Background: an optimization exercise with open tools, aiming at small area. Do not read the settings as production practice.
In this exercise RTL edits were held to simulation tests only and were not proved equivalent to the original.
The clock port is modelled as an ideal driver, which makes a skipped or thinned clock tree look cheaper than it is; a real chip needs a root buffer or a tree.
Power and IR drop assume default switching activity.

nickel:
==> module twpc_slave, before the edit <==
module twpc_slave (
    input  wire        clk,
    input  wire        rst,           
    input  wire        line_in,       
    input  wire [7:0]  my_type,       
    input  wire [23:0] my_ident,      
    output wire        drv,           
    output reg         light,
    output reg  [1:0]  motor_dir,     
    output reg  [7:0]  motor_speed,
    output reg  [1:0]  state,         
    output reg  [7:0]  own_id
);
    localparam [1:0] S_UNASSIGNED = 2'd0, S_RESPOND = 2'd1, S_SERVING = 2'd2, S_STANDBY = 2'd3;
    reg        tx;           
    reg [6:0]  c;            
    reg [24:0] q;            
    reg        vf;           
    reg [2:0]  sel;          
    wire s = line_in;
    reg [23:0] w;
    integer m;
    always @(*)
        for (m = 0; m < 24; m = m + 1)
            w[m] = q[(62 - 2 * m + 50) % 25];
    wire [7:0] uid = w[7:0];
    wire [7:0] cmd = w[15:8];
    wire [7:0] arg = w[23:16];
    wire       data   = c[6];
    wire [1:0] seg    = c[5:4];           
    wire [2:0] j      = c[3:1];           
    wire       x      = ~(q[22] ^ q[6] ^ q[15]);
    wire [31:0] straps = {my_type, my_ident};
    wire       dbit = sel[2] ? (sel[1] ? (j[2:1] == 2'b00) : (j == 3'd2))
                             : straps[{sel[1:0], j}];
    wire       g = (seg == 2'd0) ? q[15] :
                   (seg == 2'd1) ? dbit  :
                                   (j == 3'd0);
    assign drv = tx ? (c[0] & (~c[6] | q[0])) : (~c[6] & ~c[1] & c[0]);
    wire done      = tx ? (~c[6] & ~c[5]) : (&c);
    wire rx_done   = ~tx & done;
    wire valid     = vf;
    wire addressed = (uid == own_id);
    wire bcast     = (uid == 8'hFF);
    wire st_u      = (state == S_UNASSIGNED);
    wire st_r      = (state == S_RESPOND);
    wire st_s      = (state == S_SERVING);
    wire st_b      = (state == S_STANDBY);
    wire is_newdev = (cmd == 8'h05);
    wire marker    = valid & bcast & is_newdev;
    wire arm_tx = rx_done & valid &
                  (st_u ? (cmd == 8'h0F && !addressed && !bcast) : (~st_b & addressed));
    wire [2:0] sel_new = (cmd[7:2] == 6'b000011) ? {1'b0, cmd[1:0]} :
                         is_newdev                ? 3'b100 :
                         (cmd <= 8'h11)           ? 3'b101 : 3'b110;
    wire execute = rx_done & valid & st_s & (addressed | bcast);
    wire hi0     = (cmd[7:4] == 4'h0);
    wire c_light = hi0 & ((cmd[3:0] == 4'h7) | (cmd[3:0] == 4'h8));
    wire c_motor = hi0 & (cmd[3:2] == 2'b10) & (cmd[1:0] != 2'b00);
    wire inc = tx | data | (c[0] ? (~c[1] | ~s) : s);
    always @(posedge clk) begin
        if (rst) begin
            tx  <= 1'b0;
            c   <= 7'd60;
        end else if (done) begin
            tx  <= arm_tx;
            c   <= (~tx & st_u & ~arm_tx) ? 7'd60 : 7'd62;
        end else if (inc) begin
            c   <= c + 7'd1;
        end
    end
    wire bit_tick = data & ~c[0];
    wire wr       = bit_tick & (tx | (seg != 2'd3));
    always @(posedge clk) begin
        q <= {q[23:0], wr ? (tx ? (seg == 2'd3 ? x : g) : s) : q[24]};
        if (bit_tick)
            vf <= (seg != 2'd3) | (vf & (s == x));      
    end
    always @(posedge clk) begin
        if (arm_tx)
            sel <= sel_new;
        else if (rx_done & marker)
            sel[1:0] <= st_b ? sel[1:0] + 2'd1 : 2'd0;
    end
    always @(posedge clk) begin
        if (rst) begin
            light       <= 1'b0;
            motor_dir   <= 2'd0;
            motor_speed <= 8'd0;
            state       <= S_UNASSIGNED;
            own_id      <= 8'd0;
        end else begin
            if (tx & done) begin
                if (st_r && sel == 3'b010) state <= S_SERVING;
                if (st_s && sel == 3'b100) state <= S_STANDBY;
            end
            if (rx_done) begin
                if (st_u & arm_tx) begin
                    own_id <= uid;
                    state  <= S_RESPOND;
                end
                if (st_s & marker)
                    state <= S_STANDBY;
                if (st_b & marker & (sel[1:0] == 2'd2))
                    state <= S_SERVING;
            end
            if (execute & c_light)
                light <= ~cmd[3];
            if (execute & c_motor) begin
                motor_dir   <= {cmd[1] & cmd[0], cmd[1] & ~cmd[0]};
                motor_speed <= cmd[1] ? arg : 8'd0;
            end
        end
    end
endmodule
clock: 5.0 ns
lec_check: 0
abc_area: 1
cap_margin: 20
core_margin: 2
core_utilization: 40
slew_margin: 20
standard.sh (not shown) runs the stock make flow with config.mk's settings and CLKGATE_MAP_FILE= SYNTH_SCRIPT=/design/flow/synth_recipe.tcl, a recipe that flattens the netlist after the stock synthesis.
==> flow/flow/run.sh <==
#!/bin/bash
set -euo pipefail
export BUFFER_PORTS_ARGS="-buffer_cell sky130_fd_sc_hd__buf_1"
export CTS_ARGS="-sink_clustering_enable -repair_clock_nets -dont_use_dummy_load -buf_list sky130_fd_sc_hd__clkbuf_4"
bash standard.sh synth > synth.log 2>&1
R=orfs/results/$FLOW_PLATFORM/twpc_slave/base
cp $R/1_2_yosys.v std_1_2_yosys.v
bash flow/reopt.sh $PWD/std_1_2_yosys.v $PWD/reopt.v $PWD/reopt > reopt.log 2>&1
cp reopt.v $R/1_2_yosys.v
rm -f $R/1_synth.odb $R/1_synth.sdc
bash standard.sh cts > cts.log 2>&1
CTS_ODB=$PWD/$R/4_cts.odb openroad -no_init -exit flow/clock_tree.tcl > clock_tree.log 2>&1
bash standard.sh > finish.log 2>&1
Other scripts of this flow, unchanged in this note and not shown: flow/flow/abc_c2mfsamap.script, flow/flow/abc_deep_s1.script, flow/flow/abc_deep_s11.script, flow/flow/abc_deep_s13.script, flow/flow/abc_deep_s3.script, flow/flow/abc_deep_s5.script, flow/flow/abc_deep_s7.script, flow/flow/abc_deep_s9.script, flow/flow/clock_tree.tcl, flow/flow/reopt.sh
Having completed the whole flow, nickel delivered a layout that passed the timing, design-rule and antenna checks.
## Diff of input files: maple against nickel
==> flow/design.v <==
module twpc_slave (
    input  wire        clk,
    input  wire        rst,           
    input  wire        line_in,       
    input  wire [7:0]  my_type,       
    input  wire [23:0] my_ident,      
    output wire        drv,           
    output reg         light,
    output reg  [1:0]  motor_dir,     
    output reg  [7:0]  motor_speed,
    output reg  [1:0]  state,         
    output reg  [7:0]  own_id
);
    localparam [1:0] S_UNASSIGNED = 2'd0, S_RESPOND = 2'd1, S_SERVING = 2'd2, S_STANDBY = 2'd3;
    reg        tx;           
    reg [6:0]  c;            
    reg [23:0] r;            
    reg        vf;           
    reg [2:0]  sel;          
    wire s = line_in;
    wire [7:0] cmd = r[7:0];
    wire [7:0] arg = r[15:8];
    wire [7:0] uid = r[23:16];
    wire       data   = c[6];
    wire [1:0] seg    = c[5:4];           
    wire [2:0] j      = c[3:1];           
    wire       x      = ~(r[0] ^ r[8] ^ r[16]);
    wire [31:0] straps = {my_type, my_ident};
    wire       dbit = sel[2] ? (sel[1] ? (j[2:1] == 2'b00) : (j == 3'd2))
                             : straps[{sel[1:0], j}];
    wire       g = (seg == 2'd0) ? r[16] :
                   (seg == 2'd1) ? dbit  :
                                   (j == 3'd0);
    assign drv = tx ? (c[0] & (~c[6] | r[23])) : (~c[6] & ~c[1] & c[0]);
    wire done      = tx ? (~c[6] & ~c[5]) : (&c);
    wire rx_done   = ~tx & done;
    wire valid     = vf;
    wire addressed = (uid == own_id);
    wire bcast     = (uid == 8'hFF);
    wire st_u      = (state == S_UNASSIGNED);
    wire st_r      = (state == S_RESPOND);
    wire st_s      = (state == S_SERVING);
    wire st_b      = (state == S_STANDBY);
    wire is_newdev = (cmd == 8'h05);
    wire marker    = valid & bcast & is_newdev;
    wire arm_tx = rx_done & valid &
                  (st_u ? (cmd == 8'h0F && !addressed && !bcast) : (~st_b & addressed));
    wire [2:0] sel_new = (cmd[7:2] == 6'b000011) ? {1'b0, cmd[1:0]} :
                         is_newdev                ? 3'b100 :
                         (cmd <= 8'h11)           ? 3'b101 : 3'b110;
    wire execute = rx_done & valid & st_s & (addressed | bcast);
    wire hi0     = (cmd[7:4] == 4'h0);
    wire c_light = hi0 & ((cmd[3:0] == 4'h7) | (cmd[3:0] == 4'h8));
    wire c_motor = hi0 & (cmd[3:2] == 2'b10) & (cmd[1:0] != 2'b00);
    wire inc = tx | data | (c[0] ? (~c[1] | ~s) : s);
    always @(posedge clk) begin
        if (rst) begin
            tx  <= 1'b0;
            c   <= 7'd60;
        end else if (done) begin
            tx  <= arm_tx;
            c   <= (~tx & st_u & ~arm_tx) ? 7'd60 : 7'd62;
        end else if (inc) begin
            c   <= c + 7'd1;
        end
    end
    always @(posedge clk) begin
        if (data & ~c[0]) begin
            if (seg == 2'd3)
                r <= {tx ? x : r[0], r[23:1]};
            else
                r <= {tx ? g : s, r[23:1]};
            vf <= (seg != 2'd3) | (vf & (s == x));      
        end
    end
    always @(posedge clk) begin
        if (arm_tx)
            sel <= sel_new;
        else if (rx_done & marker)
            sel[1:0] <= st_b ? sel[1:0] + 2'd1 : 2'd0;
    end
    always @(posedge clk) begin
        if (rst) begin
            light       <= 1'b0;
            motor_dir   <= 2'd0;
            motor_speed <= 8'd0;
            state       <= S_UNASSIGNED;
            own_id      <= 8'd0;
        end else begin
            if (tx & done) begin
                if (st_r && sel == 3'b010) state <= S_SERVING;
                if (st_s && sel == 3'b100) state <= S_STANDBY;
            end
            if (rx_done) begin
                if (st_u & arm_tx) begin
                    own_id <= uid;
                    state  <= S_RESPOND;
                end
                if (st_s & marker)
                    state <= S_STANDBY;
                if (st_b & marker & (sel[1:0] == 2'd2))
                    state <= S_SERVING;
            end
            if (execute & c_light)
                light <= ~cmd[3];
            if (execute & c_motor) begin
                motor_dir   <= {cmd[1] & cmd[0], cmd[1] & ~cmd[0]};
                motor_speed <= cmd[1] ? arg : 8'd0;
            end
        end
    end
endmodule
--- outcome ---
Each of the runs, namely nickel and maple, reached the end of the flow and came out clean. Relative to nickel, the largest net degree at the start of global routing of maple is higher by 8. Per the comparison of maple with nickel, leakage power total saw an increase, highest net fanout along the worst path higher, critical path depth now larger, data arrival time of the critical path increased 0.44 ns. Between nickel and maple, global routing usage on met2 is lower for maple, nickel comes in above that.

what the ideal ports hide:
The flow's constraints put no driver on any port. The routed layouts listed below were extracted and timed again, unchanged, in two steps.
Step 1, drivers: a clkbuf_16 drives clk and a buf_2 each remaining input, both assumed.
Step 2 moves the port delays by t, midway between the first and last clock arrival at a register: inputs arrive t later, outputs are due t later. That takes back most of the time a late clock gives input paths.
a / b / c = ideal / step 1 / step 2; a / b = the first two.
run	shift t [ns]	slack for setup (ns)	clock arrival spread, ns	cell pins on the clock port's net
nickel	0.198	1.068 / 1.100 / 0.902	0.023 / 0.022	4
maple	0.202	0.632 / 0.663 / 0.461	0.017 / 0.017	4
After both steps every run listed still meets setup and hold. For maple, which loses most, drivers alone change the setup slack by +0.031 ns; drivers and shift together by -0.171 ns.
